Source: an optimization exercise on an open RTL-to-GDS flow (aim: small area, a short achievable clock period and few clock cycles). Production flows keep margins and buffers that such runs may drop.
Function was not checked in any run shown here: the RTL went through the layout flow alone.

## flow/flow/run.sh

```bash
#!/bin/bash
set -euo pipefail
bash standard.sh synth > synth.log 2>&1
bash standard.sh SETUP_SLACK_MARGIN=21 \
    "CTS_ARGS=-sink_clustering_enable -repair_clock_nets -dont_use_dummy_load" \
    finish > layout.log 2>&1
```

## flow/standard.sh

```bash
#!/bin/bash
# synth_recipe.tcl (not shown) runs the flow's synth.tcl, then flattens the netlist and writes it again
# the make line also repeats each setting of config.mk as NAME=value (left out here)
make -C /OpenROAD-flow-scripts/flow DESIGN_CONFIG=/design/flow/config.mk WORK_HOME=/design/flow/orfs CLKGATE_MAP_FILE= SYNTH_SCRIPT=/design/flow/synth_recipe.tcl "${@:-finish}"
```

## flow/config.mk

```make
export PLATFORM = sky130hd
export DESIGN_NAME = vm_core
export DESIGN_NICKNAME = vm_core
export VERILOG_FILES = /design/flow/design.v
export SDC_FILE = /design/flow/constraint.sdc
export NUM_CORES = 8
export LEC_CHECK = 0
export CAP_MARGIN = 30
export CORE_MARGIN = 2
export CORE_UTILIZATION = 30
export PLACE_DENSITY = 0.45
export SLEW_MARGIN = 30
```

## flow/constraint.sdc

```tcl
create_clock -name core_clock -period 28.0 [get_ports {clk}]
set_input_delay 5.6000 -clock core_clock [delete_from_list [all_inputs] [get_ports {clk}]]
set_output_delay 5.6000 -clock core_clock [all_outputs]
set_load 0.01 [all_outputs]
```

## flow/design.v

```verilog
module vm_muldiv (
    input  wire [1:0]  op,
    input  wire [63:0] a,
    input  wire [63:0] b,
    output wire [63:0] abs_a,
    output wire [63:0] abs_b,
    output wire        neg
);
    assign abs_a = a[63] ? (64'd0 - a) : a;
    assign abs_b = b[63] ? (64'd0 - b) : b;
    assign neg   = (op == 2'd2) ? a[63] : (a[63] ^ b[63]);
endmodule
module vm_lzc64 (
    input  wire [63:0] v,
    output wire [6:0]  z
);
    wire [63:0] v0 = v;
    wire [31:0] a1;  wire [31:0]  c1;
    wire [15:0] a2;  wire [31:0]  c2;
    wire [7:0]  a3;  wire [23:0]  c3;
    wire [3:0]  a4;  wire [15:0]  c4;
    wire [1:0]  a5;  wire [9:0]   c5;
    wire        a6;  wire [5:0]   c6;
    genvar g;
    generate
        for (g = 0; g < 32; g = g + 1) begin : l1
            assign a1[g] = v0[2*g+1] | v0[2*g];
            assign c1[g] = !v0[2*g+1];
        end
        for (g = 0; g < 16; g = g + 1) begin : l2
            assign a2[g] = a1[2*g+1] | a1[2*g];
            assign c2[2*g+1:2*g] = a1[2*g+1] ? {1'b0, c1[2*g+1]} : {1'b1, c1[2*g]};
        end
        for (g = 0; g < 8; g = g + 1) begin : l3
            assign a3[g] = a2[2*g+1] | a2[2*g];
            assign c3[3*g+2:3*g] = a2[2*g+1] ? {1'b0, c2[4*g+3:4*g+2]} : {1'b1, c2[4*g+1:4*g]};
        end
        for (g = 0; g < 4; g = g + 1) begin : l4
            assign a4[g] = a3[2*g+1] | a3[2*g];
            assign c4[4*g+3:4*g] = a3[2*g+1] ? {1'b0, c3[6*g+5:6*g+3]} : {1'b1, c3[6*g+2:6*g]};
        end
        for (g = 0; g < 2; g = g + 1) begin : l5
            assign a5[g] = a4[2*g+1] | a4[2*g];
            assign c5[5*g+4:5*g] = a4[2*g+1] ? {1'b0, c4[8*g+7:8*g+4]} : {1'b1, c4[8*g+3:8*g]};
        end
    endgenerate
    assign a6 = a5[1] | a5[0];
    assign c6 = a5[1] ? {1'b0, c5[9:5]} : {1'b1, c5[4:0]};
    assign z  = a6 ? {1'b0, c6} : 7'd64;
endmodule
module vm_fpu (
    input  wire        clk,
    input  wire        rst,
    input  wire        start,
    input  wire        hold,       
    input  wire [2:0]  op,
    input  wire [63:0] a,
    input  wire [63:0] b,
    output wire        soon,       
    output wire        done,
    output wire [63:0] result
);
    localparam [63:0] QNAN = 64'h7FF8000000000000;
    localparam [4:0] S_IDLE = 5'd0,
                     M_PREP = 5'd1, M_ITER = 5'd2, M_FIN = 5'd3,
                     F_A2 = 5'd4, F_A3 = 5'd5, F_A4 = 5'd6, F_RND = 5'd7,
                     F_SPEC = 5'd8,
                     D_SUBA = 5'd9, D_SET = 5'd10, D_IT = 5'd11, D_F1 = 5'd12,
                     D_F2 = 5'd13, D_SUBB = 5'd14, F_A4S = 5'd15,
                     M_NB = 5'd16, M_NA = 5'd17, M_SF2 = 5'd18, M_SF3 = 5'd19;
    reg  [4:0]  state;
    reg  [69:0] A, B;           
    reg  [63:0] Q;              
    reg  [63:0] QM;             
    reg  [63:0] D;              
    reg  [13:0] E;              
    reg  [6:0]  cnt;
    reg         is_mul, is_div;
    reg         neg;            
    reg         sg;             
    reg         xge;            
    reg         esub;           
    reg         rovf, rzero;    
    reg         dst;            
    reg  [11:0] dab, dba;       
    reg  [6:0]  lza, lzb;       
    reg         mlast;          
    reg         yb;             
    reg         dlowq;          
    reg         isrt;           
    reg  [1:0]  esh;            
    reg         wnq;            
    reg  [63:0] res_q;          
    reg         res_v;
    wire is_int = !op[2];
    wire [63:0] abs_a, abs_b;
    wire        neg_s;
    vm_muldiv u_front (.op(op[1:0]), .a(a), .b(b), .abs_a(abs_a), .abs_b(abs_b), .neg(neg_s));
    wire        sx = a[63], sy = b[63];
    wire [10:0] ex = a[62:52], ey = b[62:52];
    wire        x_nan  = (ex == 11'h7FF) && (a[51:0] != 52'd0);
    wire        y_nan  = (ey == 11'h7FF) && (b[51:0] != 52'd0);
    wire        x_inf  = (ex == 11'h7FF) && (a[51:0] == 52'd0);
    wire        y_inf  = (ey == 11'h7FF) && (b[51:0] == 52'd0);
    wire        x_zero = (a[62:0] == 63'd0);
    wire [10:0] ea1 = (ex == 11'd0) ? 11'd1 : ex;
    wire [10:0] eb1 = (ey == 11'd0) ? 11'd1 : ey;
    wire        y_zero = (b[62:0] == 63'd0);
    reg  [63:0] add_spec;
    reg         add_is_spec;
    always @(*) begin
        add_is_spec = 1'b1;
        add_spec    = 64'd0;
        if (x_nan || y_nan || (x_inf && y_inf && (sx != sy))) add_spec = QNAN;
        else if (x_inf)              add_spec = a;
        else if (y_inf)              add_spec = b;
        else if (x_zero && y_zero)   add_spec = {sx & sy, 63'd0};
        else if (x_zero)             add_spec = b;
        else if (y_zero)             add_spec = a;
        else                         add_is_spec = 1'b0;
    end
    wire        d_sign = sx ^ sy;
    reg  [63:0] div_spec;
    reg         div_is_spec;
    always @(*) begin
        div_is_spec = 1'b1;
        div_spec    = 64'd0;
        if (x_nan || y_nan || (x_inf && y_inf)) div_spec = QNAN;
        else if (x_inf)                         div_spec = {d_sign, 11'h7FF, 52'd0};
        else if (y_inf || x_zero)               div_spec = {d_sign, 63'd0};
        else                                    div_is_spec = 1'b0;
    end
    wire [52:0] nm_in = (state == D_SUBB) ? {1'b0, B[51:0]} : {1'b0, A[51:0]};
    wire [63:0] lz1_in = (state == S_IDLE) ? abs_a :
                         (state == F_A4)   ? {A[55:0], 8'hFF} :
                                             {nm_in, 11'h7FF};
    wire [6:0]  lz1, lz2;
    vm_lzc64 u_lz1 (.v(lz1_in), .z(lz1));
    vm_lzc64 u_lz2 (.v(abs_b), .z(lz2));
    wire [6:0]  sdiff = lzb - lza;           
    wire [6:0]  dn    = sdiff + 7'd1;
    wire [6:0]  dk    = (dn + 7'd2) / 7'd3;
    wire [6:0]  de    = (dk * 7'd3) - dn;
    wire [56:0] nsum   = A[56:0];
    wire        n_full = ({4'd0, lz1} < E[10:0]);
    wire [63:0] shl_in  = (state == M_PREP || state == M_NB) ? B[63:0] :
                          (state == M_NA) ? A[63:0] :
                          (state == F_A4 || state == F_A4S) ? {8'd0, A[55:0]} :
                                              {11'd0, nm_in};
    wire [5:0]  shl_amt = (state == M_PREP) ? sdiff[5:0] :
                          (state == M_NB)   ? lzb[5:0] :
                          (state == M_NA)   ? lza[5:0] :
                          (state == F_A4S)  ? (E[5:0] - 6'd1) : lz1[5:0];
    wire [63:0] shl_out = shl_in << shl_amt;
    wire [63:0] big = xge ? A[63:0] : B[63:0];
    wire [63:0] sml = xge ? B[63:0] : A[63:0];
    wire [10:0] eb  = (big[62:52] == 11'd0) ? 11'd1 : big[62:52];
    wire [10:0] es  = (sml[62:52] == 11'd0) ? 11'd1 : sml[62:52];
    wire [55:0] mb  = {(big[62:52] != 11'd0), big[51:0], 3'b000};
    wire [55:0] ms  = {(sml[62:52] != 11'd0), sml[51:0], 3'b000};
    wire [11:0] dexp = xge ? dab : dba;
    wire [55:0] dsig  = Q[56] ? {Q[56:2], Q[1] | Q[0] | dst} : {Q[55:1], Q[0] | dst};
    wire [13:0] dexpv = Q[56] ? E : (E - 14'd1);
    wire        dovf  = !dexpv[13] && (dexpv >= 14'd2047);
    wire        dlow  = dexpv[13] || (dexpv == 14'd0);
    wire [13:0] dsh   = 14'd1 - dexpv;
    wire        fa2     = (state == F_A2);
    wire        msf3    = (state == M_SF3);
    wire [63:0] shr_in  = msf3 ? A[66:3] : {8'd0, (fa2 ? ms : dsig)};
    wire        shr_big = msf3 ? 1'b0 : (fa2 ? (dexp > 12'd55) : (dsh > 14'd55));
    wire [5:0]  shr_amt = msf3 ? lzb[5:0] : (fa2 ? dexp[5:0] : dsh[5:0]);
    wire [63:0] shr_sh  = shr_in >> shr_amt;
    wire        shr_st  = shr_big ? (|shr_in) : (|(shr_in & ~({64{1'b1}} << shr_amt)));
    wire [55:0] shr_out = {(shr_big ? 55'd0 : shr_sh[55:1]), (shr_big ? 1'b0 : shr_sh[0]) | shr_st};
    wire [2:0]  btrip = {Q[1:0], yb};
    wire        bone  = (btrip == 3'b001) || (btrip == 3'b010) ||
                        (btrip == 3'b101) || (btrip == 3'b110);
    wire        btwo  = (btrip == 3'b011) || (btrip == 3'b100);
    wire        bneg  = btrip[2] && (btrip != 3'b111);
    wire [63:0] bmag  = btwo ? {B[62:0], 1'b0} : (bone ? B[63:0] : 64'd0);
    wire [63:0] bterm = bneg ? ~bmag : bmag;
    wire [63:0] vres  = (state == M_PREP) ? (is_div ? 64'd0 : A[63:0]) : (is_div ? Q : A[63:0]);
    wire [63:0] cmp_y = ~{1'b0, b[62:0]};
    wire [63:0] it_y  = is_mul ? bterm : ~B[63:0];
    wire [63:0] fa3_y = {8'd0, B[55:0]} ^ {64{esub}};
    wire [63:0] fin_y = neg ? ~vres : vres;
    wire [69:0] Dx    = {3'b000, D, 3'b000};    
    reg  [69:0] ax, ay;
    reg         ac;
    always @(*) begin
        case (state)
            S_IDLE: begin ax = {7'd0, a[62:0]}; ay = {6'd0, cmp_y}; ac = 1'b1; end
            M_ITER: begin ax = {6'd0, A[63:0]}; ay = {6'd0, it_y}; ac = is_mul ? bneg : 1'b1; end
            F_A3:   begin ax = {14'd0, A[55:0]}; ay = {6'd0, fa3_y}; ac = esub; end
            D_F1:   begin ax = A; ay = B; ac = 1'b0; end
            M_SF2:  begin ax = A; ay = Dx; ac = 1'b0; end
            default: begin ax = 70'd0; ay = {6'd0, fin_y}; ac = neg; end
        endcase
    end
    wire [70:0] sum = {1'b0, ax} + {1'b0, ay} + {70'd0, ac};
    function [70+70+64+64-1:0] srt_step;
        input [69:0] s;
        input [69:0] c;
        input [63:0] q;
        input [63:0] qm;
        input [69:0] d;
        reg   [3:0]  y;
        reg   [69:0] s2, c2, yv;
        reg   [69:0] ns, nc;
        reg          qp, qn;
        begin
            y  = s[68:65] + c[68:65];
            qp = !y[3];                      
            qn = y[3] && (y != 4'b1111);     
            s2 = {s[68:0], 1'b0};
            c2 = {c[68:0], 1'b0};
            yv = qp ? ~d : (qn ? d : 70'd0);
            ns = s2 ^ c2 ^ yv;
            nc = (((s2 & c2) | (s2 & yv) | (c2 & yv)) << 1) | {69'd0, qp};
            srt_step = {ns, nc,
                        qn ? {qm[62:0], 1'b1} : {q[62:0], qp},
                        qp ? {q[62:0], 1'b0}  : {qm[62:0], !qn}};
        end
    endfunction
    wire [267:0] st1 = srt_step(A, B, Q, QM, Dx);
    wire [267:0] st2 = srt_step(st1[267:198], st1[197:128], st1[127:64], st1[63:0], Dx);
    wire [267:0] st3 = srt_step(st2[267:198], st2[197:128], st2[127:64], st2[63:0], Dx);
    wire [69:0] W      = sum[69:0];
    wire        wneg   = W[69];
    wire [69:0] Sx     = A, Cx = B;
    wire        wzero  = ((Sx ^ Cx) == {(Sx[68:0] | Cx[68:0]), 1'b0});
    wire [69:0] s3     = Sx ^ Cx ^ Dx;
    wire [69:0] c3     = {((Sx[68:0] & Cx[68:0]) | (Sx[68:0] & Dx[68:0]) | (Cx[68:0] & Dx[68:0])), 1'b0};
    wire        wdzero = ((s3 ^ c3) == {(s3[68:0] | c3[68:0]), 1'b0});
    wire        rdf = (state == D_F2);
    wire [55:0] rs  = rdf ? dsig : A[55:0];
    wire [10:0] ref0 = rdf ? (dexpv[10:0] - 11'd1) : E[10:0];
    wire        rov = rdf ? dovf : rovf;
    wire        rz  = rdf ? 1'b0 : rzero;
    wire        rup = rs[2] & (rs[1] | rs[0] | rs[3]);
    wire [53:0] rm  = {1'b0, rs[55:3]} + {53'd0, rup};
    wire [10:0] rfield = ref0 + {9'd0, rm[53:52]};
    wire [63:0] rres = rz  ? 64'd0 :
                       rov ? {sg, 11'h7FF, 52'd0} : {sg, rfield, rm[51:0]};
    wire m_short = (state == M_PREP) && !is_mul && (lza > lzb);
    wire m_last  = mlast;
    wire m_early = (state == M_ITER) && m_last && !neg;
    wire [63:0] m_early_res = is_mul ? sum[63:0] :
                              is_div ? {Q[62:0], sum[64]} :
                              (sum[64] ? sum[63:0] : A[63:0]);
    wire        done_c   = (state == M_FIN) || m_short || m_early || (state == F_RND) ||
                           (state == F_SPEC) || ((state == D_F2) && !dlowq);
    assign soon = done_c;
    wire [63:0] result_c = (state == F_SPEC) ? A[63:0] :
                           (state == M_ITER) ? m_early_res :
                           (state == M_FIN || state == M_PREP) ? sum[63:0] : rres;
    assign done   = res_v;
    assign result = res_q;
    always @(posedge clk) begin
        if (done_c) res_q <= result_c;
        if (rst) begin
            res_v <= 1'b0;
        end else if (done_c) begin
            res_v <= 1'b1;
        end else if (!hold) begin
            res_v <= 1'b0;
        end
        if (rst) begin
            state <= S_IDLE;
        end else begin
            case (state)
                S_IDLE: if (start) begin
                    if (is_int) begin
                        is_mul <= (op[1:0] == 2'd0);
                        is_div <= (op[1:0] == 2'd1);
                        neg    <= neg_s;
                        A      <= abs_a;
                        B      <= abs_b;
                        lza    <= lz1;
                        lzb    <= lz2;
                        state  <= M_PREP;
                    end else if (!op[0]) begin
                        if (add_is_spec) begin
                            A <= add_spec;
                            state <= F_SPEC;
                        end else begin
                            A   <= a;
                            B   <= b;
                            xge <= sum[64];
                            dab <= {1'b0, ea1} - {1'b0, eb1};
                            dba <= {1'b0, eb1} - {1'b0, ea1};
                            state <= F_A2;
                        end
                    end else if (div_is_spec) begin
                        A <= div_spec;
                        state <= F_SPEC;
                    end else if (ex == 11'd0 || ey == 11'd0) begin
                        A <= a;
                        B <= b;
                        E <= 14'd0;
                        state <= (ex == 11'd0) ? D_SUBA : D_SUBB;
                    end else begin
                        A  <= {4'd0, 1'b1, a[51:0], 13'd0};
                        B  <= 70'd0;
                        D  <= {1'b1, b[51:0], 11'd0};
                        Q  <= 64'd0;
                        QM <= {64{1'b1}};
                        isrt <= 1'b0;
                        E  <= {3'd0, ex} - {3'd0, ey} + 14'd1023;
                        sg <= d_sign;
                        cnt <= 7'd18;
                        state <= D_IT;
                    end
                end
                M_PREP: begin
                    if (is_mul) begin
                        if (lza >= lzb) begin
                            Q <= A;
                        end else begin
                            Q <= B;
                            B <= A;
                        end
                        A <= 70'd0;
                        mlast <= ((lza >= lzb) ? lza : lzb) >= 7'd63;
                        yb    <= 1'b0;
                        state <= ((lza == 7'd64) || (lzb == 7'd64)) ? M_FIN : M_ITER;
                    end else if (lza > lzb) begin
                        state <= S_IDLE;
                    end else if (sdiff >= 7'd5) begin
                        cnt <= dk - 7'd1;
                        esh <= de[1:0];
                        state <= M_NB;
                    end else begin
                        Q   <= 64'd0;
                        B   <= shl_out;
                        cnt <= sdiff;
                        mlast <= (lza == lzb);
                        state <= M_ITER;
                    end
                end
                M_ITER: begin
                    if (is_mul) begin
                        A <= sum[63:0];
                        B <= {B[61:0], 2'b00};
                        Q <= {2'b00, Q[63:2]};
                        yb <= Q[1];
                        mlast <= (Q[63:3] == 61'd0);
                        if (m_last) state <= neg ? M_FIN : S_IDLE;
                    end else begin
                        if (sum[64]) A <= sum[63:0];
                        Q <= {Q[62:0], sum[64]};
                        B <= {1'b0, B[63:1]};    
                        cnt <= cnt - 7'd1;
                        mlast <= (cnt == 7'd1);
                        if (m_last) state <= neg ? M_FIN : S_IDLE;
                    end
                end
                F_A2: begin
                    A[55:0] <= mb;
                    B[55:0] <= shr_out;
                    E    <= {3'd0, eb};
                    sg   <= big[63];
                    esub <= A[63] ^ B[63];
                    state <= F_A3;
                end
                F_A3: begin
                    A[56:0] <= sum[56:0];
                    state <= F_A4;
                end
                F_A4: begin
                    if (nsum[56] || n_full) begin
                        A[55:0] <= nsum[56] ? {nsum[56:2], nsum[1] | nsum[0]} : shl_out[55:0];
                        E[10:0] <= nsum[56] ? E[10:0] : (E[10:0] - {4'd0, lz1} - 11'd1);
                    end
                    rovf    <= nsum[56] && (E[10:0] == 11'd2046);
                    rzero   <= (nsum == 57'd0);
                    state   <= (nsum[56] || n_full) ? F_RND : F_A4S;
                end
                F_A4S: begin
                    A[55:0] <= shl_out[55:0];
                    E[10:0] <= 11'd0;
                    state   <= F_RND;
                end
                D_SUBA: begin
                    A[62:52] <= 11'd1;
                    A[51:0]  <= shl_out[51:0];
                    E <= E - {7'd0, lz1};
                    state <= (B[62:52] == 11'd0) ? D_SUBB : D_SET;
                end
                D_SUBB: begin
                    B[62:52] <= 11'd1;
                    B[51:0]  <= shl_out[51:0];
                    E <= E + {7'd0, lz1};
                    state <= D_SET;
                end
                D_SET: begin
                    A  <= {4'd0, 1'b1, A[51:0], 13'd0};
                    B  <= 70'd0;
                    D  <= {1'b1, B[51:0], 11'd0};
                    Q  <= 64'd0;
                    QM <= {64{1'b1}};
                    isrt <= 1'b0;
                    E  <= E + {3'd0, A[62:52]} - {3'd0, B[62:52]} + 14'd1023;
                    sg <= A[63] ^ B[63];
                    cnt <= 7'd18;
                    state <= D_IT;
                end
                M_NB: begin
                    D  <= shl_out;
                    Q  <= 64'd0;
                    QM <= {64{1'b1}};
                    state <= M_NA;
                end
                M_NA: begin
                    A <= {3'd0, (esh == 2'd0) ? {shl_out, 2'b00} :
                                (esh == 2'd1) ? {1'b0, shl_out, 1'b0} : {2'b00, shl_out}};
                    B <= 70'd0;
                    isrt <= 1'b1;
                    state <= D_IT;
                end
                D_IT: begin
                    A  <= st3[267:198];
                    B  <= st3[197:128];
                    Q  <= st3[127:64];
                    QM <= st3[63:0];
                    cnt <= cnt - 7'd1;
                    if (cnt == 7'd0) state <= D_F1;
                end
                D_F1: begin
                    Q <= wneg ? QM : Q;
                    dlowq   <= (wneg ? QM[56] : Q[56]) ? (E[13] || E == 14'd0)
                                                     : (E[13] || E == 14'd0 || E == 14'd1);
                    dst     <= wneg ? !wdzero : !wzero;
                    A       <= W;
                    wnq     <= wneg;
                    state   <= !isrt ? D_F2 : (is_div ? M_FIN : M_SF2);
                end
                M_SF2: begin
                    if (wnq) A <= sum[69:0];
                    state <= M_SF3;
                end
                M_SF3: begin
                    A <= {6'd0, shr_sh};
                    state <= M_FIN;
                end
                D_F2: begin
                    A[55:0] <= shr_out;
                    E[10:0] <= 11'd0;
                    rovf    <= 1'b0;
                    rzero   <= 1'b0;
                    state   <= dlowq ? F_RND : S_IDLE;
                end
                default: state <= S_IDLE;    
            endcase
        end
    end
endmodule
module vm_core (
    input  wire        clk,
    input  wire        rst,
    input  wire [15:0] code_len,
    input  wire [16:0] pool_len,
    output wire [15:0] imem_addr,
    input  wire [63:0] imem_data,
    output wire [15:0] cp_index,
    input  wire [1:0]  cp_kind,
    input  wire [63:0] cp_value,
    input  wire [15:0] cp_window,
    input  wire [15:0] cp_nret,
    output reg         emit_valid,
    output reg         emit_ret,
    output reg  [1:0]  emit_tag,
    output reg  [63:0] emit_data,
    output reg         halted,
    output reg  [2:0]  res_kind,
    output reg  [15:0] res_ip,
    output reg  [2:0]  res_depth
);
    localparam RF_SIZE = 16;
    localparam [1:0] T_INV = 2'd0, T_INT = 2'd1, T_FLT = 2'd2;
    localparam [1:0] K_JMP = 2'd2;
    localparam [2:0] R_NORMAL = 3'd0, F_LOAD = 3'd1, F_INDEX = 3'd2,
                     F_TYPE = 3'd3, F_ARITH = 3'd4, F_STACK = 3'd5,
                     F_DECODE = 3'd6;
    localparam [2:0] P_CHECK = 3'd0, P_RUN = 3'd1,
                     P_COPY = 3'd4, P_RETOUT = 3'd5, P_HALT = 3'd6;
    function legal_op;
        input [7:0] o;
        begin
            case (o)
                8'h00, 8'h01, 8'h02,
                8'h10, 8'h11, 8'h12, 8'h13, 8'h14, 8'h15,
                8'h20, 8'h21, 8'h30, 8'h31,
                8'h40, 8'h41, 8'h42, 8'h44, 8'h45, 8'h46,
                8'h48, 8'h49, 8'h4A, 8'h4C, 8'h4D, 8'h4E,
                8'h50, 8'h51: legal_op = 1'b1;
                default:      legal_op = 1'b0;
            endcase
        end
    endfunction
    function [15:0] onehot4;
        input [3:0] s;
        begin
            onehot4 = 16'd1 << s;
        end
    endfunction
    reg [2:0]  phase;
    reg [15:0] cl;                  
    reg [16:0] pl;                  
    reg [1:0]  rf_tag  [0:RF_SIZE-1];
    reg [63:0] rf_data [0:RF_SIZE-1];
    reg [1:0]  dep;                 
    reg [4:0]  fbase, fsize, fnret, fretdst;
    reg [15:0] fcbase;
    reg [15:0] s_ip     [0:2];
    reg [4:0]  s_base   [1:2];
    reg [4:0]  s_size   [1:2];
    reg [4:0]  s_nret   [1:2];
    reg [4:0]  s_retdst [1:2];
    reg [15:0] s_cbase  [1:2];
    reg [15:0] pc;                  
    reg [4:0]  fbase_f;             
    reg        ir_v;
    reg [63:0] ir;
    reg [15:0] ip_f;                
    reg [15:0] cpi;                 
    reg        ir_last;             
    reg        ir_end;              
    reg [15:0] selP, selQ, selW;    
    reg        x_v;
    reg [7:0]  x_op;
    reg [15:0] x_ip;
    reg        x_end;
    reg [63:0] xr_a, xr_b;          
    reg [1:0]  xr_ta, xr_tb;        
    reg        x_bypA, x_bypB;      
    reg [15:0] x_selW;
    reg        x_rbad;              
    reg        x_cbad;              
    reg        x_taken;             
    reg        x_jconst;            
    reg [15:0] x_jt;                
    reg [16:0] x_jlo;               
    reg        x_jhi;               
    reg [15:0] x_ca, x_cb;          
    reg        x_khi0;              
    reg [4:0]  x_kwin, x_knret;     
    wire [63:0] au_result;
    reg         au_flt;
    wire [63:0] x_a  = x_bypA ? au_result : xr_a;
    wire [63:0] x_b  = x_bypB ? au_result : xr_b;
    wire [1:0]  x_ta = x_bypA ? (au_flt ? 2'd2 : 2'd1) : xr_ta;
    wire [1:0]  x_tb = x_bypB ? (au_flt ? 2'd2 : 2'd1) : xr_tb;
    reg        au_busy;
    reg [15:0] au_dst;
    reg [15:0] csrc, cdst;          
    reg [4:0]  cleft;
    wire [63:0] fw   = imem_data;
    wire [7:0]  fop  = fw[7:0];
    wire        f_jmp  = (fop[7:4] == 4'h4) && (fop[1:0] != 2'b11);
    wire        f_usea = (fop == 8'h01) || (f_jmp && fop[1:0] != 2'b00);
    wire [3:0]  f_sa = fbase_f[3:0] + fw[11:8];
    wire [3:0]  f_sb = fbase_f[3:0] + fw[27:24];
    wire [3:0]  f_sc = fbase_f[3:0] + fw[43:40];
    wire [15:0] f_cidx = (fop == 8'h50) ? fw[55:40] :
                         (f_jmp && fop[1:0] == 2'b00) ? fw[23:8] : fw[47:32];
    wire [15:0] pc_inc = pc + 16'd1;
    assign imem_addr = pc;
    assign cp_index  = cpi;
    wire [7:0]  op  = ir[7:0];
    wire [55:0] arg = ir[63:8];
    wire [23:0] ba  = ir[31:8];
    wire [31:0] bb  = ir[63:32];
    wire [15:0] ca  = ir[23:8];
    wire [15:0] cb  = ir[39:24];
    wire [15:0] cc  = ir[55:40];
    wire is_jump = (op[7:4] == 4'h4) && (op[1:0] != 2'b11);
    wire j_rel   = op[3];
    wire j_const = op[2];
    wire j_cond  = (op[1:0] != 2'b00);
    wire cidx_hi  = (op == 8'h50) ? 1'b0 :
                    (is_jump && !j_cond) ? (arg[55:16] != 40'd0) :
                                           (bb[31:16] != 16'd0);
    wire cidx_bad = cidx_hi || ({1'b0, cpi} >= pl);
    reg chk_cidx;
    always @(*) begin
        case (op)
            8'h02, 8'h45, 8'h46, 8'h4D, 8'h4E: chk_cidx = 1'b1;
            8'h44, 8'h4C, 8'h50:               chk_cidx = 1'b1;
            default:                           chk_cidx = 1'b0;
        endcase
    end
    wire bad_a   = (ca[15:5] != 11'd0) || (ca[4:0] >= fsize);
    wire bad_b   = (cb[15:5] != 11'd0) || (cb[4:0] >= fsize);
    wire bad_c   = (cc[15:5] != 11'd0) || (cc[4:0] >= fsize);
    wire bad_ba  = (ba[23:5] != 19'd0) || (ba[4:0] >= fsize);
    wire bad_arg = (arg[55:5] != 51'd0) || (arg[4:0] >= fsize);
    reg  rbad;
    always @(*) begin
        case (op)
            8'h01:                              rbad = bad_arg;
            8'h02, 8'h41, 8'h42, 8'h45, 8'h46,
            8'h49, 8'h4A, 8'h4D, 8'h4E:         rbad = bad_ba;
            8'h15:                              rbad = bad_a | bad_b;
            8'h10, 8'h11, 8'h12, 8'h13, 8'h14,
            8'h20, 8'h21, 8'h30, 8'h31:         rbad = bad_a | bad_b | bad_c;
            default:                            rbad = 1'b0;
        endcase
    end
    reg  [16:0] j_lo;
    reg         j_hi_ok;
    always @(*) begin
        if (!j_cond) begin
            if (j_rel) begin
                j_lo    = arg[16:0];
                j_hi_ok = (arg[55:16] == 40'd0) || (arg[55:16] == {40{1'b1}});
            end else begin
                j_lo    = {1'b0, arg[15:0]};
                j_hi_ok = (arg[55:16] == 40'd0);
            end
        end else begin
            if (j_rel) begin
                j_lo    = bb[16:0];
                j_hi_ok = (bb[31:16] == 16'd0) || (bb[31:16] == 16'hFFFF);
            end else begin
                j_lo    = {1'b0, bb[15:0]};
                j_hi_ok = (bb[31:16] == 16'd0);
            end
        end
    end
    wire [15:0] j_base   = j_rel ? pc : fcbase;            
    wire [17:0] j_target = {2'b00, j_base} + {j_lo[16], j_lo};
    wire        copying = (phase == P_COPY) || (phase == P_RETOUT);
    wire        x_cr    = (phase == P_RUN) && x_v && !x_end && (x_op == 8'h50 || x_op == 8'h51);
    wire        x_copy0 = x_cr && (x_ca != 16'd0);
    wire [15:0] csrc_x  = onehot4(fbase[3:0] + x_cb[3:0]);
    wire [15:0] rselP = copying ? csrc : (x_copy0 ? csrc_x : selP);
    reg  [63:0] vP, vQ;
    reg  [1:0]  tP, tQ;
    integer k;
    always @(*) begin
        vP = 64'd0; vQ = 64'd0; tP = 2'd0; tQ = 2'd0;
        for (k = 0; k < RF_SIZE; k = k + 1) begin
            vP = vP | (rf_data[k] & {64{rselP[k]}});
            tP = tP | (rf_tag[k]  & {2{rselP[k]}});
            vQ = vQ | (rf_data[k] & {64{selQ[k]}});
            tQ = tQ | (rf_tag[k]  & {2{selQ[k]}});
        end
    end
    reg        w_en;
    reg [15:0] w_oh;
    reg [1:0]  w_tag;
    reg [63:0] w_data;
    wire       fwdP = w_en && ((w_oh & selP) != 16'd0);
    wire       fwdQ = w_en && ((w_oh & selQ) != 16'd0);
    wire [63:0] rP  = fwdP ? w_data : vP;
    wire [1:0]  rtP = fwdP ? w_tag  : tP;
    wire [63:0] rQ  = fwdQ ? w_data : vQ;
    wire [1:0]  rtQ = fwdQ ? w_tag  : tQ;
    wire        r_guard = (vP != 64'd0);
    wire        r_taken = !j_cond || (op[0] ? r_guard : !r_guard);
    wire        r_usesP = (op == 8'h01) || (is_jump && j_cond) ||
                          (op[7:4] == 4'h1) || (op[7:4] == 4'h2) || (op[7:4] == 4'h3);
    wire        r_usesQ = (op[7:4] == 4'h1 && op != 8'h15) || (op[7:4] == 4'h2) || (op[7:4] == 4'h3);
    wire        r_writes = (op == 8'h02) || (op[7:4] == 4'h1) || (op[7:4] == 4'h2) || (op[7:4] == 4'h3);
    wire        r_serial = (op == 8'h12 || op == 8'h13 || op == 8'h14 || op == 8'h20 ||
                            op == 8'h21 || op == 8'h50 || op == 8'h51);
    wire        au_pend = au_go || (au_busy && !au_wr);
    wire [15:0] au_pdst = au_go ? x_selW : au_dst;
    wire        r_rawP  = r_usesP && ((selP & au_pdst) != 16'd0);
    wire        r_rawQ  = r_usesQ && ((selQ & au_pdst) != 16'd0);
    wire        r_waw   = r_writes && ((selW & au_pdst) != 16'd0);
    wire        r_early = au_busy && au_soon && !au_go && !r_waw &&
                          !(op == 8'h50 || op == 8'h51) && !(is_jump && j_cond);
    wire        r_auhaz = au_pend && (r_serial || r_rawP || r_rawQ || r_waw) && !r_early;
    wire        r_haz   = (is_jump && j_cond && fwdP) || r_auhaz;
    wire xo_add = (x_op == 8'h10);
    wire xo_neg = (x_op == 8'h15);
    wire xo_flt = (x_op == 8'h31);
    wire [63:0] alu_x = xo_neg ? 64'd0 : (xo_flt ? {1'b0, x_a[62:0]} : x_a);
    wire [63:0] alu_y = xo_add ? x_b : (xo_neg ? ~x_a : (xo_flt ? ~{1'b0, x_b[62:0]} : ~x_b));
    wire [63:0] alu_s = alu_x + alu_y + {63'd0, !xo_add};
    wire        lt_res = (x_a[63] != x_b[63]) ? x_a[63] : alu_s[63];
    wire fb_nan = (x_a[62:52] == 11'h7FF) && (x_a[51:0] != 52'd0);
    wire fc_nan = (x_b[62:52] == 11'h7FF) && (x_b[51:0] != 52'd0);
    wire f_bothzero = (x_a[62:0] == 63'd0) && (x_b[62:0] == 63'd0);
    wire f_eqmag = (x_a[62:0] == x_b[62:0]);
    reg  flt_res;
    always @(*) begin
        if (fb_nan || fc_nan || f_bothzero)
            flt_res = 1'b0;
        else if (x_a[63] != x_b[63])
            flt_res = x_a[63];
        else if (!x_a[63])
            flt_res = alu_s[63];                   
        else
            flt_res = !alu_s[63] && !f_eqmag;      
    end
    wire [17:0] xj_t  = x_jconst ? ({2'b00, x_jt} + {x_jlo[16], x_jlo}) : {2'b00, x_jt};
    wire        xj_ok = x_jhi && (xj_t[17:16] == 2'b00) && (xj_t[15:0] < cl);
    wire [16:0] run_end  = {1'b0, x_cb} + {1'b0, x_ca};
    wire        run_bad  = (x_ca != 16'd0) && (run_end > {12'd0, fsize});
    wire [4:0]  call_nb  = fbase + fsize;
    wire [5:0]  call_top = {1'b0, call_nb} + {1'b0, x_kwin};
    wire [4:0]  c_base   = (dep == 2'd1) ? 5'd0 : s_base[dep == 2'd3 ? 2 : 1];
    wire [4:0]  c_size   = (dep == 2'd1) ? 5'd8 : s_size[dep == 2'd3 ? 2 : 1];
    wire [16:0] rdst_end = {12'd0, fretdst} + {1'b0, x_ca};
    wire [4:0]  sat_cb   = (x_cb > 16'd17) ? 5'd17 : x_cb[4:0];
    wire [15:0] cdst_x   = (x_op == 8'h50) ? onehot4(call_nb[3:0]) :
                                             onehot4(c_base[3:0] + fretdst[3:0]);
    wire [15:0] x_ipn    = x_ip + 16'd1;
    wire        xrun  = (phase == P_RUN) && x_v && !x_end;
    wire        xo_au = (x_op == 8'h12 || x_op == 8'h13 || x_op == 8'h14 ||
                         x_op == 8'h20 || x_op == 8'h21);
    wire        au_go = xrun && xo_au;
    wire [2:0]  au_op = (x_op == 8'h12) ? 3'd0 : (x_op == 8'h13) ? 3'd1 :
                        (x_op == 8'h14) ? 3'd2 : {2'b10, x_op[0]};
    wire        x_wr  = xrun && (x_op == 8'h02 || x_op == 8'h10 || x_op == 8'h11 ||
                                 x_op == 8'h15 || x_op == 8'h30 || x_op == 8'h31);
    wire        au_done, au_soon;
    wire        au_wr = au_busy && au_done && !x_wr;
    vm_fpu u_au (
        .clk(clk), .rst(rst), .start(au_go), .hold(x_wr), .op(au_op),
        .a(x_a), .b(x_b), .soon(au_soon), .done(au_done), .result(au_result)
    );
    reg [2:0] x_fault;
    always @(*) begin
        x_fault = 3'd0;
        if (!legal_op(x_op)) begin
            x_fault = F_DECODE;
        end else begin
            case (x_op)
                8'h00: ;
                8'h01: begin
                    if (x_rbad) x_fault = F_INDEX;
                    else if (x_ta != T_INT && x_ta != T_FLT) x_fault = F_TYPE;
                end
                8'h02: begin
                    if (x_rbad) x_fault = F_INDEX;
                    else if (x_cbad) x_fault = F_INDEX;
                    else if (x_tb[1]) x_fault = F_TYPE;
                end
                8'h10, 8'h11, 8'h12, 8'h13, 8'h14, 8'h30: begin
                    if (x_rbad) x_fault = F_INDEX;
                    else if (x_ta != T_INT || x_tb != T_INT) x_fault = F_TYPE;
                    else if ((x_op == 8'h13 || x_op == 8'h14) && x_b == 64'd0) x_fault = F_ARITH;
                end
                8'h15: begin
                    if (x_rbad) x_fault = F_INDEX;
                    else if (x_ta != T_INT) x_fault = F_TYPE;
                end
                8'h20, 8'h21, 8'h31: begin
                    if (x_rbad) x_fault = F_INDEX;
                    else if (x_ta != T_FLT || x_tb != T_FLT) x_fault = F_TYPE;
                    else if (x_op == 8'h21 && x_b[62:0] == 63'd0) x_fault = F_ARITH;
                end
                8'h50: begin
                    if (run_bad) x_fault = F_INDEX;
                    else if (x_cbad) x_fault = F_INDEX;
                    else if (x_tb != K_JMP) x_fault = F_TYPE;
                    else if (!x_khi0 || x_jt >= cl) x_fault = F_INDEX;
                    else if (x_ca > {11'd0, x_kwin}) x_fault = F_INDEX;
                    else if (dep == 2'd3) x_fault = F_STACK;
                    else if (call_top > 6'd16) x_fault = F_STACK;
                end
                8'h51: begin
                    if (run_bad) x_fault = F_INDEX;
                    else if (dep != 2'd0) begin
                        if ({11'd0, fnret} != x_ca) x_fault = F_INDEX;
                        else if (x_ca != 16'd0 && rdst_end > {12'd0, c_size}) x_fault = F_INDEX;
                    end
                end
                default: begin  
                    if (x_op[1:0] != 2'b00 && x_rbad) x_fault = F_INDEX;
                    else if (x_op[2] && x_cbad) x_fault = F_INDEX;
                    else if (x_op[1:0] != 2'b00 && x_ta != T_INT) x_fault = F_TYPE;
                    else if (x_op[2] && x_tb != K_JMP) x_fault = F_TYPE;
                    else if (x_taken && !xj_ok) x_fault = F_INDEX;
                end
            endcase
        end
    end
    wire x_single = !(x_op == 8'h50 || x_op == 8'h51);
    wire x_free = (phase == P_RUN) && (!x_v || x_single);
    wire r_go = (phase == P_RUN) &&
                ir_v && x_free && !r_haz;
    wire r_jump  = r_go && is_jump && r_taken;
    wire f_load  = (phase == P_CHECK) || (!ir_v || r_go);
    always @(*) begin
        w_en   = 1'b0;
        w_oh   = x_selW;
        w_tag  = T_INT;
        w_data = alu_s;
        case (phase)
            P_RUN: begin
                w_en = x_wr || au_wr || (x_copy0 && (x_op == 8'h50 || dep != 2'd0));
                if (au_wr) begin
                    w_oh = au_dst; w_tag = au_flt ? T_FLT : T_INT; w_data = au_result;
                end else case (x_op)
                    8'h50, 8'h51: begin w_oh = cdst_x; w_tag = tP; w_data = vP; end
                    8'h02: begin w_tag = x_tb[0] ? T_FLT : T_INT; w_data = x_b; end
                    8'h30: w_data = {63'd0, lt_res};
                    8'h31: w_data = {63'd0, flt_res};
                    default: ;
                endcase
            end
            P_COPY: begin
                w_en = 1'b1; w_oh = cdst; w_tag = tP; w_data = vP;
            end
            default: ;
        endcase
    end
    wire        call_ok = xrun && (x_op == 8'h50) && (x_fault == 3'd0);
    reg [RF_SIZE-1:0] clr;
    always @(*) begin
        for (k = 0; k < RF_SIZE; k = k + 1)
            clr[k] = call_ok &&
                     ({1'b0, k[4:0]} >= {1'b0, call_nb}) &&
                     ({1'b0, k[4:0]} < call_top);
    end
    always @(posedge clk) begin
        for (k = 0; k < RF_SIZE; k = k + 1) begin
            if (rst)
                rf_tag[k] <= T_INV;
            else if (w_en && w_oh[k])
                rf_tag[k] <= w_tag;
            else if (clr[k])
                rf_tag[k] <= T_INV;
            if (w_en && w_oh[k])
                rf_data[k] <= w_data;
        end
    end
    task halt_with;
        input [2:0]  kind;
        input [15:0] at;
        input [2:0]  d;
        begin
            phase     <= P_HALT;
            halted    <= 1'b1;
            res_kind  <= kind;
            res_ip    <= at;
            res_depth <= d;
        end
    endtask
    always @(posedge clk) begin
        cl <= code_len;
        pl <= pool_len;
        emit_valid <= 1'b0;
        emit_ret   <= 1'b0;
        emit_tag   <= (copying || x_copy0) ? tP : x_ta;
        emit_data  <= (copying || x_copy0) ? vP : x_a;
        if (rst) begin
            phase   <= P_CHECK;
            pc      <= 16'd0;
            ir_v    <= 1'b0;
            x_v     <= 1'b0;
            au_busy <= 1'b0;
            halted  <= 1'b0;
            res_kind  <= R_NORMAL;
            res_ip    <= 16'd0;
            res_depth <= 3'd0;
            dep     <= 2'd0;
            fbase   <= 5'd0;
            fbase_f <= 5'd0;
            fsize   <= 5'd8;
            fcbase  <= 16'd0;
        end else begin
            if (au_go) au_busy <= 1'b1;
            else if (au_wr) au_busy <= 1'b0;
            if (phase != P_HALT && f_load) begin
                ir      <= imem_data;
                ir_v    <= 1'b1;
                ip_f    <= pc;
                cpi     <= f_cidx;
                ir_last <= (pc_inc == cl);
                ir_end  <= (pc >= cl);
                selP    <= onehot4(f_usea ? f_sa : f_sb);
                selQ    <= onehot4(f_sc);
                selW    <= onehot4(f_sa);
                pc      <= (phase == P_CHECK && pc_inc == cl) ? 16'd0 : pc_inc;
            end
            x_ip    <= ip_f;
            x_end   <= ir_end;
            xr_a    <= rP;
            xr_ta   <= rtP;
            xr_b    <= (op == 8'h02) ? cp_value : rQ;
            xr_tb   <= (op == 8'h02 || op == 8'h50 || (is_jump && j_const)) ? cp_kind : rtQ;
            x_bypA  <= r_early && r_rawP;
            x_bypB  <= r_early && r_rawQ;
            x_rbad  <= rbad;
            x_cbad  <= cidx_bad;
            x_taken <= is_jump && r_taken;
            x_jconst <= j_const;
            x_jt    <= (op == 8'h50) ? cp_value[15:0] :
                       j_const ? j_base : j_target[15:0];
            x_jlo   <= cp_value[16:0];
            x_jhi   <= j_const ? ((cp_value[63:16] == 48'd0) || (cp_value[63:16] == {48{1'b1}}))
                               : (j_hi_ok && (j_target[17:16] == 2'b00));
            x_ca    <= ca;
            x_cb    <= cb;
            x_khi0  <= (cp_value[63:16] == 48'd0);
            x_kwin  <= (cp_window > 16'd17) ? 5'd17 : cp_window[4:0];
            x_knret <= (cp_nret > 16'd17) ? 5'd17 : cp_nret[4:0];
            if (r_go) begin
                x_v     <= 1'b1;
                x_op    <= op;
                x_selW  <= selW;
                if (r_jump) begin
                    ir_v <= 1'b0;
                    if (!j_const) pc <= j_target[15:0];
                end
                if (op == 8'h50) begin
                    ir_v    <= 1'b0;
                    pc      <= cp_value[15:0];
                    fbase_f <= fbase + fsize;
                end
                if (op == 8'h51 && dep != 2'd0) begin
                    ir_v    <= 1'b0;
                    pc      <= s_ip[dep - 2'd1];
                    fbase_f <= (dep == 2'd1) ? 5'd0 : s_base[dep - 2'd1];
                end
            end else if (x_free) begin
                x_v <= 1'b0;
            end
            case (phase)
                P_CHECK: begin
                    if (cl == 16'd0) begin
                        halt_with(F_LOAD, 16'd0, 3'd0);
                    end else if (ir_v) begin
                        if (!legal_op(op) || (chk_cidx && cidx_bad))
                            halt_with(F_LOAD, ip_f, 3'd0);
                        else if (ir_last)
                            phase <= P_RUN;
                    end
                end
                P_RUN: if (x_v) begin
                    if (x_end) begin
                        halt_with(R_NORMAL, x_ip, {1'b0, dep} + 3'd1);
                    end else if (x_fault != 3'd0) begin
                        halt_with(x_fault, x_ip, {1'b0, dep} + 3'd1);
                    end else begin
                        case (x_op)
                            8'h01: begin
                                emit_valid <= 1'b1;
                            end
                            8'h12, 8'h13, 8'h14, 8'h20, 8'h21: begin
                                au_dst <= x_selW;
                                au_flt <= x_op[5];
                            end
                            8'h50: begin
                                s_ip[dep] <= x_ipn;
                                if (dep != 2'd0) begin
                                    s_base[dep]   <= fbase;
                                    s_size[dep]   <= fsize;
                                    s_cbase[dep]  <= fcbase;
                                    s_nret[dep]   <= fnret;
                                    s_retdst[dep] <= fretdst;
                                end
                                dep     <= dep + 2'd1;
                                fbase   <= call_nb;
                                fsize   <= x_kwin;
                                fcbase  <= x_jt;
                                fnret   <= x_knret;
                                fretdst <= sat_cb;
                                x_v     <= 1'b0;
                                csrc    <= {csrc_x[14:0], csrc_x[15]};
                                cdst    <= {cdst_x[14:0], cdst_x[15]};
                                cleft   <= x_ca[4:0] - 5'd1;
                                if (x_ca > 16'd1) phase <= P_COPY;
                            end
                            8'h51: begin
                                csrc  <= {csrc_x[14:0], csrc_x[15]};
                                cleft <= x_ca[4:0] - 5'd1;
                                x_v   <= 1'b0;
                                if (dep == 2'd0) begin
                                    if (x_ca != 16'd0) begin
                                        emit_valid <= 1'b1;
                                        emit_ret   <= 1'b1;
                                    end
                                    if (x_ca <= 16'd1)
                                        halt_with(R_NORMAL, x_ip, 3'd1);
                                    else
                                        phase <= P_RETOUT;
                                end else begin
                                    cdst  <= {cdst_x[14:0], cdst_x[15]};
                                    dep   <= dep - 2'd1;
                                    if (dep == 2'd1) begin
                                        fbase  <= 5'd0;
                                        fsize  <= 5'd8;
                                        fcbase <= 16'd0;
                                    end else begin
                                        fbase   <= s_base[dep - 2'd1];
                                        fsize   <= s_size[dep - 2'd1];
                                        fcbase  <= s_cbase[dep - 2'd1];
                                        fnret   <= s_nret[dep - 2'd1];
                                        fretdst <= s_retdst[dep - 2'd1];
                                    end
                                    if (x_ca > 16'd1) phase <= P_COPY;
                                end
                            end
                            default: begin
                                if (x_taken && x_jconst) begin
                                    pc   <= xj_t[15:0];
                                    ir_v <= 1'b0;
                                end
                            end
                        endcase
                    end
                end
                P_COPY: begin
                    csrc  <= {csrc[14:0], csrc[15]};
                    cdst  <= {cdst[14:0], cdst[15]};
                    cleft <= cleft - 5'd1;
                    if (cleft == 5'd1) phase <= P_RUN;
                end
                P_RETOUT: begin
                    emit_valid <= 1'b1;
                    emit_ret   <= 1'b1;
                    csrc  <= {csrc[14:0], csrc[15]};
                    cleft <= cleft - 5'd1;
                    if (cleft == 5'd1)
                        halt_with(R_NORMAL, x_ip, 3'd1);
                end
                default: ;  
            endcase
        end
    end
endmodule
```

==> results.txt, run 1 <==
- The run finished with no timing, DRC or antenna violations.
- The final layout contains 21900 nets.
- Using the TritonRoute via totals, the vias-per-cell ratio works out to approximately 7.
- Measured against the total synthesized area, the mux share comes to between 5 and 6%.
- The share of the Yosys chip area taken by registers is ~38%.
- The number of CTS-inserted buffers is between 200 and 300.
- The post-synthesis average cell area is between 8 and 9 um2.
- The maximum clock frequency is between 0.1 and 0.15 GHz.
- The average detailed-routed wire length per instance is roughly 50 um.
- The largest fanout on the critical path is 4.
- The count of final hold-check violations is 0.
- Once detail routing completed, the nets flagged for antenna violations numbered 0.
- The commonest non-fill, non-tap cell in the layout is edfxtp_1.
- The synthesized-area fraction occupied by adder cells is roughly 7.5%.
- After Yosys synthesis, and, or, nand and nor cells account for between 10 and 15% of the synthesized area.
- The finished cells cover around 230000 um2.
- For this design, the slowest cell found on the critical path is fa_1.
- The number of rows in the core area is 282.
- The most frequent cell on the critical path is buf_12.
- The data required time of the worst path is around 29 ns.
- The total via count in the routed design is around 200k.
- The class of the most critical setup path is reg -> reg.
- The share of the synthesized area in compound gates (AO/OA/AOI/OAI) is a little over a quarter.
- The number of pins exceeding their max-slew limit in the final report is 0.
- The count of port buffers added during placement is about 320.
- Max-cap violations in this run came to 0.
- The actual slew at the worst max-slew pin is ~1.3 ns.
- The count of hold-fix buffers inserted at cts is 0.
- After synthesis, the share of flip-flops with an asynchronous set or reset is 0%.
- After synthesis the netlist holds a flip-flop and latch count of between 2000 and 2500.
- No sink is reached through more buffers than the 4 on the longest clock path.
- The most area-hungry cell type in the Yosys netlist is edfxtp_1.
- The final RePlAce weighted congestion is 1.08.
- The count of final setup violators is 0.
- The path class of the tightest hold or removal check is reg -> reg.
- Summed over all layers, the global routing overflow is 0.
- The final design utilization is about two fifths.
- The number of global-route vias before repair is approximately 180k.
- The initial cell density of the core is between 30% and 40%.
- The core region is 589000 um2.
- For this run, design rule violations remaining after detail routing come to 0.
- In this run the horizontal extent of the chip is around 770 um.
- The detailed router's first-iteration violation count is between 30000 and 40000.
- Dividing the final minimum period by the clock period gives just under 30%.
- The top-level I/O count is 320.
- CTS built an H-tree with a depth of 5.
- The sink count of the clock tree is 2298.
- Setup repair after global routing could not meet its margin everywhere.
- The type of destination of the critical path is a register.
- On the final layout, the worst clock skew is about 0.19 ns.
- The minimum clock period is a little over 8 ns.
- Counting flops with a built-in enable in the synthesized netlist gives ~2100.
- In this run the vertical extent of the chip is just under 800 um.
- In the post-synthesis netlist, the biggest area contributors are edfxtp_1 (35%), a21oi_1 (4.5%), o21ai_0 (4.1%).
- The cell area that synthesis handed to floorplanning was ~180000 um2.
- Leaving out fill and tap cells, the most frequent cells in the layout are edfxtp_1 (2080), nand2_1 (1559), nor2_1 (1541).
- The share of post-route cells with drive strength above 1 is a little under a quarter.
- The top cell type by area accounts for a little over a third of the synthesized area.
- The tightest slew margin relative to the limit is between 10% and 20%.
- The synthesis warning total is 4.
- The layout overhead on the synthesized area is 28.8%.
- After legalization and detailed placement, the total HPWL measured just under 1000 mm.
- The number of standard cells after synthesis is a little under 20000.
- The root buffer cell chosen for the clock tree is clkbuf_16.
- Data arrives at the worst endpoint at between 8 and 9 ns.
- The wire length reported by the detailed router is between 1000 and 1500 mm.
- After clock tree synthesis, the clock-pin slew on the worst setup and hold paths is approximately 0.06 ns.
- The initial antenna violation count is around 250.
- Entering global routing, the biggest net connects about 120 pins.
- Global routing used 45.0% of the available tracks across all layers.
- The area of the die is around 600000 um2.
- The area after detailed placement is 196000 um2.
- By area, the combinational part of the netlist is dominated by compound AO/OA/AOI/OAI gates.
- The first detailed-routing pass took 13 iterations.
- The number of different library cells in the post-synthesis netlist is 106.
- The XOR/XNOR share of the synthesized area is approximately 4.0%.
- For the worst-skew pair, the clock arrives at the later sink with an insertion delay of ~1.1 ns.
- Summed over all failing endpoints, the final setup total negative slack is 0 ns.
- The post-synth net total is slightly above 20000.
- The CTS tree is yes.
- The first global-routing pass estimated 1800 mm of wire.
- The biggest cell delay along the critical path is 0.62 ns.
- For this run, the leading register cell type out of synthesis is edfxtp_1.
- The nature of the critical path startpoint is a register.
cell usage after synthesis (all sizes together) (69+ instances only):
| cell | number |
|---|---|
| o21a | 69 |
| xor2 | 275 |
| a222oi | 190 |
| o22ai | 319 |
| buf | 279 |
| dfxtp | 218 |
| a221oi | 536 |
| nand4 | 324 |
| nand2b | 167 |
| o221a | 71 |
| a22o | 377 |
| a31oi | 148 |
| o221ai | 186 |
| mux2 | 205 |
| and3 | 118 |
| mux2i | 660 |
| a211oi | 225 |
| o21bai | 80 |
| a21oi | 1603 |
| a21o | 176 |
| a22oi | 560 |
| clkbuf | 1325 |
| ha | 578 |
| nor3 | 357 |
| inv | 903 |
| nor4 | 188 |
| nor2 | 1694 |
| fa | 300 |
| o211ai | 198 |
| nor2b | 108 |
| nand3 | 387 |
| or3 | 71 |
| xnor2 | 525 |
| edfxtp | 2080 |
| nand2 | 1719 |
| o21ai | 1480 |
path summary, 6_finish.rpt:
kind | endpoint | start | depth (start not counted) | slack, ns
hold reg to reg | x_end | ir_end | 0 | 0.42
hold / removal | x_end | ir_end | 0 | 0.42
setup / recovery | u_au.A[3] | u_au.A[65] | 42 | 19.77
setup reg to reg | u_au.A[3] | u_au.A[65] | 42 | 19.77
repair_timing:
item	in CTS	in global routing
endpoints found under the setup margin	2190	1483
resized for setup	2625	838
pin swaps	531	513
buffers inserted	662	292
hold endpoints to repair	0	0
cloned	113	42
layer usage:
layer | share of wire, % | wire [um] | track usage [%]
met5 | 0.13 | 1900 | 0.684
met4 | 11 | 155000 | 37.8
met3 | 14 | 192000 | 18.5
met2 | 40 | 566000 | 63.0
met1 | 36 | 507000 | 53.2
sequential cells by signal, summed over array words and instances, names as in the netlist, 17 cells and up, named ones only:
signal / cells
rf_data: 1024
u_au.A: 70
emit_data: 64
pl: 17
s_ip: 48
u_au.D: 64
ir: 64
u_au.B: 70
xr_b: 64
u_au.QM: 64
x_jlo: 17
rf_tag: 32
xr_a: 64
u_au.res_q: 64
u_au.Q: 64
s_cbase: 32
cell families after synthesis:
logic type / Yosys count
AOI/OAI and AO/OA: 6869
and+or+nand+nor: 5428
buffers and inverters: 2538
DFF: 2298
adders and majority gates: 881
muxes: 872
xor gates and xnor gates: 804
metrics by stage:
stage                     std cells  hold slack (ns)  setup slack (ns)
after global placement        27200            0.407             16.19
after floorplan               19700            0.400             19.26
after detailed placement      27300            0.426             15.99
after global routing          28700            0.436             19.57
after CTS                     28300            0.428             19.85
final                         28900            0.424             19.77
critical path: cells and delay by family (launching register included):
family          cells  cell delay, ns
flops               1            0.51
fa+ha+maj           7            2.63
simple gates        7            0.78
buf+inv            12            1.26
compound gates     11            1.90
xor+xnor            5            0.85
cell type report:
class,count,area [um2]
Inverter,934,3680
Sequential cell,2298,67000
Tap cell,7810,9770
Clock buffer,296,7410
Antenna cell,222,556
Multi-Input combinational cell,14900,113000
Timing Repair Buffer,2468,27000
Timing Repair inverter,6,55.1
Fill cell,58900,361000
==> run 2: changes to the inputs <==
==> flow/flow/run.sh (replaced) <==
#!/bin/bash
set -euo pipefail
bash standard.sh synth > synth.log 2>&1
bash standard.sh SETUP_SLACK_MARGIN=20.4 \
    "CTS_ARGS=-sink_clustering_enable -repair_clock_nets -dont_use_dummy_load" \
    finish > layout.log 2>&1
==> run 2 against run 1 <==
  * Still clean
  * Worst hold slack better by 0.022 ns
  * Clock skew is 0.0086 ns lower
  * Setup slack worse by 0.042 ns
  * Non-clock buffer count is 257 lower
  * First-iteration DRC count is 6.2% lower
  * Die area stayed put
  * Critical endpoint is now u_au.A[55]
==> results.txt, run 2 <==
- The largest registers in the layout are rf_data x1024, u_au.A x70, u_au.B x70.
- Clock-pin slew was measured on the worst setup and hold paths at 0.07 ns.
- The register with the most flip-flops in the layout has ~1000 of them.
- Headroom to the max-slew limit came out at 15.4%.
- The max-capacitance violation count is 0.
- The most area-hungry cell type in the Yosys netlist is edfxtp_1.
- The number of global-route vias before repair is 178000.
- The worst setup timing slack at the placement stage is roughly 17 ns.
- Counting flops with an async set or reset pin after synthesis yields a share of 0%.
- The type of destination of the critical path is a register.
- The first global-routing pass estimated between 1500 and 2000 mm of wire.
- By startpoint and endpoint, the worst setup path is classified as reg -> reg.
- The die width is approximately 770 um.
- For the worst setup path, the data arrival time is around 9 ns.
- The total area of sequential cells is about 67000 um2.
- Of the post-synthesis cell area, the dominant cell type holds 35.3%.
- The post-synthesis average cell area is roughly 9.0 um2.
- The final setup slack of the worst path is 19.73 ns.
- The flow ran to the end and the layout has no timing, DRC or antenna violations.
- Routability-driven placement finished with a final weighted congestion of between 1 and 1.5.
- The nature of the critical path startpoint is a register.
- Before antenna repair, the detailed router went through 13 iterations.
- After legalization and detailed placement, the total HPWL measured around 980 mm.
- The insertion delay to the later sink of the worst-skew pair is ~1.0 ns.
- The floorplan core area is 589000 um2.
- After the first detailed-routing iteration, the DRC count stood at between 30000 and 40000.
- Counting every net in the synthesized netlist gives just over 20000.
- The master of the slowest instance on the critical path is fa_2.
- The longest clock path from root to sink contains 4 buffers.
- Summing the sequential cell areas from Yosys gives ~38% of the chip area.
- For this design the top-level I/O count stands at 320.
- The register with the most flip-flops is rf_data.
- TritonCTS built the clock tree.
- The layout net count is roughly 22000.
- The H-tree was split into 5 levels.
- In the routed design, unresolved DRC markers number 0.
- For the worst setup path, the data required time is between 20 and 30 ns.
- The layout overhead on the synthesized area is 25.2%.
- The number of standard cells after synthesis is between 15000 and 20000.
- The wire length reported by the detailed router is between 1000 and 1500 mm.
- The die height is 772 um.
- In this run, synthesis produced a sequential element count of 2298.
- The minimum clock period is about 8.3 ns.
- Once detail routing completed, the nets flagged for antenna violations numbered 0.
- Of the cells placed in the final design, the portion with a size suffix greater than 1 is 19.9%.
- The die covers 597000 um2.
- CTS saw about 2300 sinks.
- The synthesis warning total is 4.
- The count of final hold-check violations is 0.
- By area the synthesized netlist is led by edfxtp_1 (35%), a21oi_1 (4.5%), o21ai_0 (4.1%).
- The count of filler cells inserted in the layout is about 60000.
- The biggest cell delay along the critical path is around 0.61 ns.
- The number of pins exceeding their max-slew limit in the final report came to 0.
- Summed over all failing endpoints, the final setup total negative slack is 0 ns.
- In this run, post-CTS hold repair placed 0 buffers.
- In the finished design, the share of the clock period the worst path needs comes to between 20% and 30%.
- Entering global routing, the biggest net connects 126 pins.
- Setup repair after global routing could not meet its margin everywhere.
- For this run, the total global-route usage over all layers was measured as 44.5%.
- Clock tree synthesis selected as its root buffer the cell clkbuf_16.
- The detailed-route vias per instance is between 6 and 7.
- The most used flip-flop cell after synthesis is edfxtp_1.
- The actual slew at the worst max-slew pin is 1.26 ns.
- In this run the worst hold path is classified as reg -> reg.
- The total overflow reported by the global router is 0.
- The synthesized design contains 2080 enable-type register cells.
- Once the floorplan was initialized, standard cells occupied roughly 30% of the core.
- The worst clock skew on the final layout is 0.183 ns.
- Counting the buffers created by CTS gives roughly 300.
- The multi-input combinational cells in the finished layout cover a total of between 100000 and 150000 um2.
- The post-synthesis instance area is 177000 um2.
- In the final routed layout, each cell accounts on average for roughly 50 um.
- In this run the worst path has a maximum fanout of 6.
- For this block, the via count after detailed routing is 199000.
- The commonest cells after synthesis are edfxtp_1 (2080), nand2_1 (1719), nor2_1 (1694), a21oi_1 (1602), o21ai_0 (1465).
- The commonest non-fill, non-tap cell in the layout is edfxtp_1.
- The number of different library cells in the post-synthesis netlist is between 100 and 150.
- The count of final setup violators is 0.
- Static timing analysis puts the maximum clock frequency at 0.121 GHz.
- By instance count, the leading cell after synthesis is edfxtp_1.
- The number of rows in the core area is between 200 and 300.
- Leaving out fill and tap cells, the most frequent cells in the layout are edfxtp_1 (2080), nand2_1 (1577), nor2_1 (1557).
- The initial antenna violation count is 185.
- The count of port buffers added during placement is between 300 and 400.
==> run 2: cell counts after synthesis <==
No cell type changed its count.
==> run 2: final cells by class <==
cell class              count  area share [%]
diodes                    186           0.210
clock buffers             294            3.32
inverters                 934            1.64
multi-input cells       14900            49.9
flip-flops and latches   2298            30.2
well taps                7810            4.40
repair buffers           2211            10.3
repair inverters            3          0.0243
==> run 2: worst paths after layout <==
check | cells past startpoint | from | slack [ns] | end
max reg2reg | 44 | u_au.B[66] | 19.73 | u_au.A[55]
max | 44 | u_au.B[66] | 19.73 | u_au.A[55]
min reg2reg | 0 | ip_f[0] | 0.45 | x_ip[0]
min | 0 | ip_f[0] | 0.45 | x_ip[0]
==> run 2: critical path, delay by kind of cell, from the launching register on <==
kind,cells,cell delay (ns)
compound gates,12,1.95
xor+xnor,5,0.89
fa+ha+maj,6,2.19
buf+inv,14,1.71
flops,1,0.44
simple gates,7,0.80
==> run 2: cell families (layout without fill, tap and decap cells) <==
group,count (synthesis),after routing,share of synthesized area [%]
compound gates,6869,6873,26.2
simple gates,5428,5445,14.1
buf+inv,2538,3442,5.42
flops,2298,2298,37.7
fa+ha+maj,881,881,7.49
mux,872,872,5.13
xor+xnor,804,804,4.01
other cells,0,186,0
==> run 2: layer usage <==
metal | GRT usage [%] | vias up | part of all wire (%)
met1 | 52.6 | 99300 | 36
met5 | 0.716 | - | 0.093
met3 | 17.1 | 5264 | 13
met2 | 62.9 | 17000 | 40
met4 | 38.2 | 72 | 11
li1 | - | 77000 | -
==> run 2: what timing repair did <==
item | in CTS | in global routing
gates cloned | 87 | 37
buffers inserted | 427 | 287
gates resized for setup | 1473 | 734
endpoints found under the setup margin | 1498 | 1077
pin swaps | 448 | 423
==> run 2: metrics by stage <==
stage	std cells	utilization, %	hold WS [ns]	instance area [um2]
3_3_place_gp	27300	33.0	0.422	195000
2_1_floorplan	19700	-	0.400	178000
4_1_cts	28100	36.5	0.446	215000
6_report	28600	37.7	0.446	222000
3_5_place_dp	27300	33.2	0.432	195000
5_1_grt	28500	37.6	0.458	222000

## port drivers added, routing unchanged
The flow's constraints put no driver on any port. The routed layouts listed below were extracted and timed again, unchanged, in two steps. Step 1, drivers: a clkbuf_16 drives clk and a buf_2 each remaining input, both assumed. Step 2 adds t to the input delays and takes it off the output delays; t is the mean of the earliest and latest rising clock arrival at the registers after step 1. Input paths then give back, and output paths get back, about the clock's delay inside the block. Slacks: ideal ports / drivers / drivers and shift; pairs: ideal ports / drivers.
run | t (ns) | slack for setup (ns) | worst slew at a driven data input, ns | cell pins on the clock port's net
run 1 | 1.099 | 19.767 / 19.767 / 19.680 | 0.12 | 1
run 2 | 1.085 | 19.725 / 19.725 / 19.403 | 0.15 | 1
After both steps every run listed still meets setup and hold. For run 2, which loses most, drivers alone change the setup slack by 0.000 ns; drivers and shift together by -0.322 ns.
